This design comes from an exercise in tuning for small area, a short achievable clock period and few clock cycles per item on the open sky130 flow, not from production work.
Function was checked by simulation only, so behaviour that the tests miss may differ from the original.

**design/flow/run.sh**
```bash
#!/bin/bash
# synth_recipe.tcl (not shown) runs the flow's synth.tcl, then flattens the netlist and writes it again
# the make line also repeats each setting of config.mk as NAME=value (left out here)
make -C /OpenROAD-flow-scripts/flow DESIGN_CONFIG=/design/flow/config.mk WORK_HOME=/design/flow/orfs CLKGATE_MAP_FILE= SYNTH_SCRIPT=/design/flow/synth_recipe.tcl finish
```
**design/flow/config.mk**
```make
export PLATFORM = sky130hd
export DESIGN_NAME = ptcb_pixel_engine
export DESIGN_NICKNAME = ptcb_pixel_engine
export VERILOG_FILES = /design/flow/design.v
export SDC_FILE = /design/flow/constraint.sdc
export NUM_CORES = 4
export LEC_CHECK = 0
export CAP_MARGIN = 20
export CORE_MARGIN = 2
export CORE_UTILIZATION = 40
export SLEW_MARGIN = 20
```
**design/flow/constraint.sdc**
```tcl
create_clock -name core_clock -period 26.0 [get_ports {clk}]
set_input_delay 5.2000 -clock core_clock [delete_from_list [all_inputs] [get_ports {clk}]]
set_output_delay 5.2000 -clock core_clock [all_outputs]
set_load 0.01 [all_outputs]
```
**design/flow/design.v**
```verilog
module ptcb_decode565 (
    input  wire [15:0] w,
    output wire [7:0]  r,
    output wire [7:0]  g,
    output wire [7:0]  b
);
    assign r = {w[15:11], 3'b000};
    assign g = {w[10:5], 2'b00};
    assign b = {w[4:0], 3'b000};
endmodule
module ptcb_avg_grey (
    input  wire [7:0] r,
    input  wire [7:0] g,
    input  wire [7:0] b,
    output wire [7:0] y
);
    wire [9:0] sum = {2'b00, r} + {2'b00, g} + {2'b00, b};
    wire [9:0] q   = sum / 10'd3;
    assign y = q[7:0];
endmodule
module ptcb_lum_grey (
    input  wire [7:0] r,
    input  wire [7:0] g,
    input  wire [7:0] b,
    output wire [7:0] y
);
    wire [21:0] acc = 22'd2126 * r + 22'd7152 * g + 22'd722 * b + 22'd5000;
    wire [21:0] q   = acc / 22'd10000;
    assign y = q[7:0];
endmodule
module ptcb_mix (
    input  wire [7:0] x,
    input  wire [7:0] y,
    input  wire [7:0] m,
    output wire [7:0] z
);
    wire [7:0]  mi  = 8'd255 - m;
    wire [15:0] num = x * mi + y * m;
    wire [15:0] q   = num / 16'd255;
    assign z = q[7:0];
endmodule
module ptcb_pixel_func (
    input  wire [15:0] cmd,
    input  wire [63:0] data,
    output reg  [31:0] result,
    output reg  [1:0]  err
);
    localparam OP_NOP = 4'd0, OP_DEC565 = 4'd1, OP_ENC565 = 4'd2,
               OP_GREYAVG = 4'd3, OP_GREYLUM = 4'd4, OP_BOFF = 4'd5,
               OP_EXTRACT = 4'd6, OP_BLEND = 4'd7, OP_ENCODE = 4'd8;
    wire [3:0] op     = cmd[3:0];
    wire [2:0] strat  = cmd[6:4];
    wire [1:0] chan   = cmd[8:7];
    wire [1:0] mkind  = cmd[10:9];
    wire [1:0] mreq   = cmd[12:11];
    wire       gsel   = cmd[13];
    reg legal;
    always @(*) begin
        case (op)
            OP_NOP, OP_DEC565, OP_ENC565, OP_GREYAVG, OP_GREYLUM:
                legal = (cmd[15:4] == 12'd0);
            OP_BOFF:    legal = (cmd[15:9] == 7'd0) && (cmd[6:4] == 3'd0);
            OP_EXTRACT: legal = (cmd[15:14] == 2'd0) && (cmd[6:4] == 3'd0) &&
                                (mkind != 2'd3) && (mreq != 2'd3);
            OP_BLEND:   legal = (cmd[15:7] == 9'd0) && (strat != 3'd7);
            OP_ENCODE:  legal = (cmd[15] == 1'b0) && (cmd[13:4] == 10'd0);
            default:    legal = 1'b0;
        endcase
    end
    wire [15:0] w_l  = data[15:0];
    wire [15:0] w_d  = data[31:16];
    wire [15:0] w_lm = data[47:32];
    wire [15:0] w_dm = data[63:48];
    wire [7:0] l_r, l_g, l_b, d_r, d_g, d_b, lm_r, lm_g, lm_b, dm_r, dm_g, dm_b;
    ptcb_decode565 u_dec_l  (.w(w_l),  .r(l_r),  .g(l_g),  .b(l_b));
    ptcb_decode565 u_dec_d  (.w(w_d),  .r(d_r),  .g(d_g),  .b(d_b));
    ptcb_decode565 u_dec_lm (.w(w_lm), .r(lm_r), .g(lm_g), .b(lm_b));
    ptcb_decode565 u_dec_dm (.w(w_dm), .r(dm_r), .g(dm_g), .b(dm_b));
    wire [7:0] s_r = data[23:16];
    wire [7:0] s_g = data[15:8];
    wire [7:0] s_b = data[7:0];
    wire [7:0] s_avg, s_lum;
    ptcb_avg_grey u_s_avg (.r(s_r), .g(s_g), .b(s_b), .y(s_avg));
    ptcb_lum_grey u_s_lum (.r(s_r), .g(s_g), .b(s_b), .y(s_lum));
    wire [15:0] s_enc = {s_r[7:3], s_g[7:2], s_b[7:3]};
    reg [15:0] prim_w, mask_w;
    always @(*) begin
        case (chan)
            2'd0: prim_w = w_l;
            2'd1: prim_w = w_d;
            2'd2: prim_w = w_lm;
            default: prim_w = w_dm;
        endcase
        if (chan == 2'd0 && mreq == 2'd2)      mask_w = w_dm;
        else if (chan == 2'd1 && mreq == 2'd1) mask_w = w_d;
        else                                   mask_w = w_lm;
    end
    wire [7:0] p_r, p_g, p_b, m_r, m_g, m_b;
    ptcb_decode565 u_dec_p (.w(prim_w), .r(p_r), .g(p_g), .b(p_b));
    ptcb_decode565 u_dec_m (.w(mask_w), .r(m_r), .g(m_g), .b(m_b));
    wire [7:0] m_avg, m_lum;
    ptcb_avg_grey u_m_avg (.r(m_r), .g(m_g), .b(m_b), .y(m_avg));
    ptcb_lum_grey u_m_lum (.r(m_r), .g(m_g), .b(m_b), .y(m_lum));
    wire [7:0] m_grey = gsel ? m_lum : m_avg;
    reg  [7:0] x_alpha;
    always @(*) begin
        case (mkind)
            2'd1:    x_alpha = m_grey;
            2'd2:    x_alpha = 8'd255 - m_grey;
            default: x_alpha = 8'd255;
        endcase
    end
    wire [7:0] dm_avg;
    ptcb_avg_grey u_dm_avg (.r(dm_r), .g(dm_g), .b(dm_b), .y(dm_avg));
    wire [7:0] mc_r, mc_g, mc_b;
    ptcb_mix u_mc_r (.x(l_r), .y(d_r), .m(dm_avg), .z(mc_r));
    ptcb_mix u_mc_g (.x(l_g), .y(d_g), .m(dm_avg), .z(mc_g));
    ptcb_mix u_mc_b (.x(l_b), .y(d_b), .m(dm_avg), .z(mc_b));
    wire [8:0] ca_r = l_r + d_r;
    wire [8:0] ca_g = l_g + d_g;
    wire [8:0] ca_b = l_b + d_b;
    wire [7:0] lm_lum, dm_lum;
    ptcb_lum_grey u_lm_lum (.r(lm_r), .g(lm_g), .b(lm_b), .y(lm_lum));
    ptcb_lum_grey u_dm_lum (.r(dm_r), .g(dm_g), .b(dm_b), .y(dm_lum));
    wire [7:0] dw = lm_lum | dm_lum;
    wire [7:0] db_r, db_g, db_b;
    ptcb_mix u_db_r (.x(l_r), .y(d_r), .m(dw), .z(db_r));
    ptcb_mix u_db_g (.x(l_g), .y(d_g), .m(dw), .z(db_g));
    ptcb_mix u_db_b (.x(l_b), .y(d_b), .m(dw), .z(db_b));
    always @(*) begin
        result = 32'd0;
        err    = 2'd0;
        if (!legal) begin
            err = 2'd1;
        end else begin
            case (op)
                OP_NOP:     result = 32'd0;
                OP_DEC565: begin
                    result = {8'h00, data[15:11], 3'b000, data[10:5], 2'b00,
                              data[4:0], 3'b000};
                end
                OP_ENC565:  result = {16'd0, s_enc};
                OP_GREYAVG: result = {24'd0, s_avg};
                OP_GREYLUM: result = {24'd0, s_lum};
                OP_EXTRACT: begin
                    if (mkind != 2'd0 && chan[1])
                        err = 2'd2;
                    else
                        result = {x_alpha, p_r, p_g, p_b};
                end
                OP_BLEND: begin
                    case (strat)
                        3'd0: result = {8'hFF, l_r, l_g, l_b};
                        3'd1: result = {8'hFF, lm_r, lm_g, lm_b};
                        3'd2: result = {8'hFF, d_r, d_g, d_b};
                        3'd3: result = {8'hFF, dm_r, dm_g, dm_b};
                        3'd4: result = {8'hFF, mc_r, mc_g, mc_b};
                        3'd5: result = {8'hFF, ca_r[8:1], ca_g[8:1], ca_b[8:1]};
                        default: result = {8'hFF, db_r, db_g, db_b};
                    endcase
                end
                default: err = 2'd3;    
            endcase
        end
    end
endmodule
module ptcb_pixel_engine (
    input  wire        clk,
    input  wire        rst,
    input  wire        in_valid,
    output wire        in_ready,
    input  wire [15:0] in_cmd,
    input  wire [63:0] in_data,
    output wire        out_valid,
    input  wire        out_ready,
    output wire [31:0] out_result,
    output wire [1:0]  out_err
);
    reg        s1_valid;
    reg [15:0] s1_cmd;
    reg [63:0] s1_data;
    reg        s2_valid;
    reg [31:0] s2_result;
    reg [1:0]  s2_err;
    wire s2_ready = !s2_valid || out_ready;
    wire s1_ready = !s1_valid || s2_ready;
    wire [31:0] f_result;
    wire [1:0]  f_err;
    ptcb_pixel_func u_func (
        .cmd(s1_cmd), .data(s1_data), .result(f_result), .err(f_err)
    );
    always @(posedge clk) begin
        if (rst) begin
            s1_valid <= 1'b0;
            s2_valid <= 1'b0;
        end else begin
            if (s1_ready) s1_valid <= in_valid;
            if (s2_ready) s2_valid <= s1_valid;
        end
    end
    always @(posedge clk) begin
        if (s1_ready && in_valid) begin
            s1_cmd  <= in_cmd;
            s1_data <= in_data;
        end
        if (s2_ready && s1_valid) begin
            s2_result <= f_result;
            s2_err    <= f_err;
        end
    end
    assign in_ready   = s1_ready;
    assign out_valid  = s2_valid;
    assign out_result = s2_result;
    assign out_err    = s2_err;
endmodule
```
==> flow_metrics.tcl <==
set metrics [dict create \
    place_hpwl_um 147000 \
    critPathArrivalTime_ns 24.84 \
    viasPerCell 5.74 \
    fmax_mhz 40.6 \
    timing.final.max_slew_violations 0 \
    grt_pass1_wl_um 288000 \
    nets 8678 \
    grt_overflow 0 \
    worstSetupStartpointType "flip-flop" \
    wl_um 184000 \
    end_kind "flip-flop" \
    worstSetupPathType "reg -> reg" \
    startpoint "s1_data[40]" \
    synth-edff-count 114 \
    h-tree-depth 4 \
    crit_path_max_incr_delay_ns 0.64 \
    dr.pass1.iters 8 \
    io_pins 120 \
    netlist.area_leader.share 0.193 \
    ys_types 156 \
    top_usage_layer "met2" \
    final-seq-area_um2 3460 \
    gp_congestion 0.934 \
    vias 52800 \
    dieHeight_um 382 \
    holdWs_ns 0.532 \
    yosys-top-cells-count "inv_1 (942), ha_1 (883), nand2_1 (633)" \
    drcViolationCount 0 \
    grt_pass1_vias 51000 \
    status "finished clean" \
    synth_most_common_cell "inv_1" \
    rr_startpoint "s1_data[40]" \
    hold_buffers 0 \
    fin_skew_ns 0.0301 \
    fin_util 0.443 \
    portBuffers 119 \
    relSlewSlack 0.297 \
    wl_per_cell_um 20.0 \
    synth.area.top_cells "ha_1 (19%), fa_1 (15%), xnor2_1 (6.3%), inv_1 (6.2%), edfxtp_1 (6.0%)" \
    synth_seq_cells 116 \
    synthesis.instances 7155 \
    synth-warning-count 2 \
    rrSetupSlack_ns 1.36 \
    drive_gt1_frac 0.0882 \
    grt_antenna_before_repair 6 \
    place_inst 9110 \
    path_buf_inv 12 \
    tightest_slew_ns 1.05 \
    path_delay_family "compound AO/OA/AOI/OAI gates" \
    die_w_um 382 \
    synth_largest_area_cell "ha_1" \
    pre_cts_ws_ns -0.136 \
    use_met2 0.403 \
    syn_to_final_growth_pct 9.82 \
    finalCriticalPeriod_ns 24.64 \
    numCtsBuffers 17 \
    async_flop_share 0 \
    period_share 0.948 \
    multi_input_area_um2 50100 \
    drv_cap 0 \
    start_util 0.404 \
    drtAntennaViolNets 0 \
    slowest_stage "fa_2" \
    clockRootBuffer "clkbuf_16" \
    num_rows 138 \
    syn-cell-area_um2 57200 \
    grtUsageTotal 0.247 \
    cts_tree "yes" \
    stdcell_count 9185 \
    setup_viol 0 \
    finalHoldViolCount 0 \
    clk_path_buf_depth 2 \
    critPathMaxFanout 12 \
    setup_slack_ns 1.36 \
    die_area_um2 146000 \
    drt_iter0_markers 4346 \
    cp_common_cell "a21oi_1" \
    worstSkewPairLatency_ns 0.50 \
    num-fill-cells 14100 \
    coreArea_um2 142000 \
    met3_usage 0.0379 \
    cp.required_ns 26.20 \
    synth_top_flop_cell "edfxtp_1" \
    grt_max_degree 68 \
    hp-start "s1_valid" \
    ys_seq_area_frac 0.0605 \
    avgSynthCellArea_um2 8.00 \
    use_met1 0.334 \
    cts.sinks 116 \
    hp-class "reg -> reg" \
    cts.clk_slew.worst_paths_ns 0.06 \
]
## final cells by class
cell class,instances,share of cell area
diodes,2,0.0000796
clock buffers,17,0.00677
clock inverters,15,0.00318
inverters,947,0.0566
multi-input cells,5870,0.797
flip-flops and latches,116,0.0551
well taps,1890,0.0376
repair buffers,328,0.0440
## per-layer routing
metal / share of wire / up-vias
met5: 0.000071 / -
li1: - / 25400
met1: 0.45 / 25500
met2: 0.45 / 1642
met3: 0.070 / 285
met4: 0.035 / 2
## cell families (layout without fill, tap and decap cells)
family	Yosys count	count (layout)	share of synthesized area
compound gates	1857	1857	0.225
simple gates	1973	1973	0.168
xor+xnor	557	557	0.0875
fa+ha+maj	1328	1328	0.346
mux	146	146	0.0319
other cells	2	11	0.000131
flops	116	116	0.0605
buf+inv	1176	1307	0.0804
## sequential cells by signal (all words and copies together), names as in the netlist
| signal | cells |
|---|---|
| s2_err | 2 |
| s1_data | 64 |
| s1_cmd | 16 |
| s2_valid | 1 |
| s2_result | 32 |
| s1_valid | 1 |
## cells in the final DEF, fill, tap and decap left out, types with 94 or more instances in the layout
cell	count
edfxtp_1	114
xor2_1	129
and2_1	138
fa_1	429
nor3_1	94
xnor2_1	408
buf_4	208
a21oi_1	494
a21o_1	108
nand3_1	113
o21ai_0	261
ha_1	874
o21bai_1	140
inv_1	941
clkdlybuf4s50_1	119
nand2_1	631
nor2_1	490
## path summary, 6_finish.rpt
check                 end  cells after the start
max          s2_result[8]                     96
min              s2_valid                      2
max reg2reg  s2_result[8]                     96
min reg2reg      s2_valid                      2
## metrics by stage
stage                     cell area, um^2  setup TNS (ns)
final                               62900               0
after global routing                62900          -0.608
after CTS                           61800               0
after detailed placement            61100          -0.136
after global placement              61100               0
after floorplan                     57300               0
## worst min-delay path, delay by kind of cell (launching register included)
| kind | cells | cell delay [ns] |
|---|---|---|
| DFF | 1 | 0.33 |
| and+or+nand+nor | 2 | 0.15 |
## what timing repair did
action | 4_1_cts | 5_1_grt
resized for setup | 3 | 154
cloned | 0 | 0
pin swaps | 1 | 30
endpoints found under the hold margin | 0 | 0
buffers inserted | 1 | 40
endpoints found under the setup margin | 1 | 11
Testbench counts, summed over its fixed seeds: cycles 32,016, items 32,000.

[afterwards: timing with drivers on the ports]
The results above use ideal ports. As a check the final layout listed here was re-extracted and re-timed, cells and wires unchanged. Step 1 assumes that a clkbuf_16 drives the clock port and a buf_2 every other input. Step 2 adds t to the input delays and takes it off the output delays; t is the mean of the earliest and latest rising clock arrival at the registers after step 1. Input paths then give back, and output paths get back, about the clock's delay inside the block. a / b / c = no drivers / after step 1 / after step 2; a / b = the first two.
t, ns: 0.542
setup slack, ns: 1.360 / 1.360 / 1.360
worst setup path after step 2: register to register
clock arrival spread, ns: 0.033 / 0.033
slew at the worst register clock pin (ns): 0.09 / 0.09
After both steps setup and hold are still met in this run. For this run, drivers alone change the setup slack by 0.000 ns; drivers and shift together by 0.000 ns.
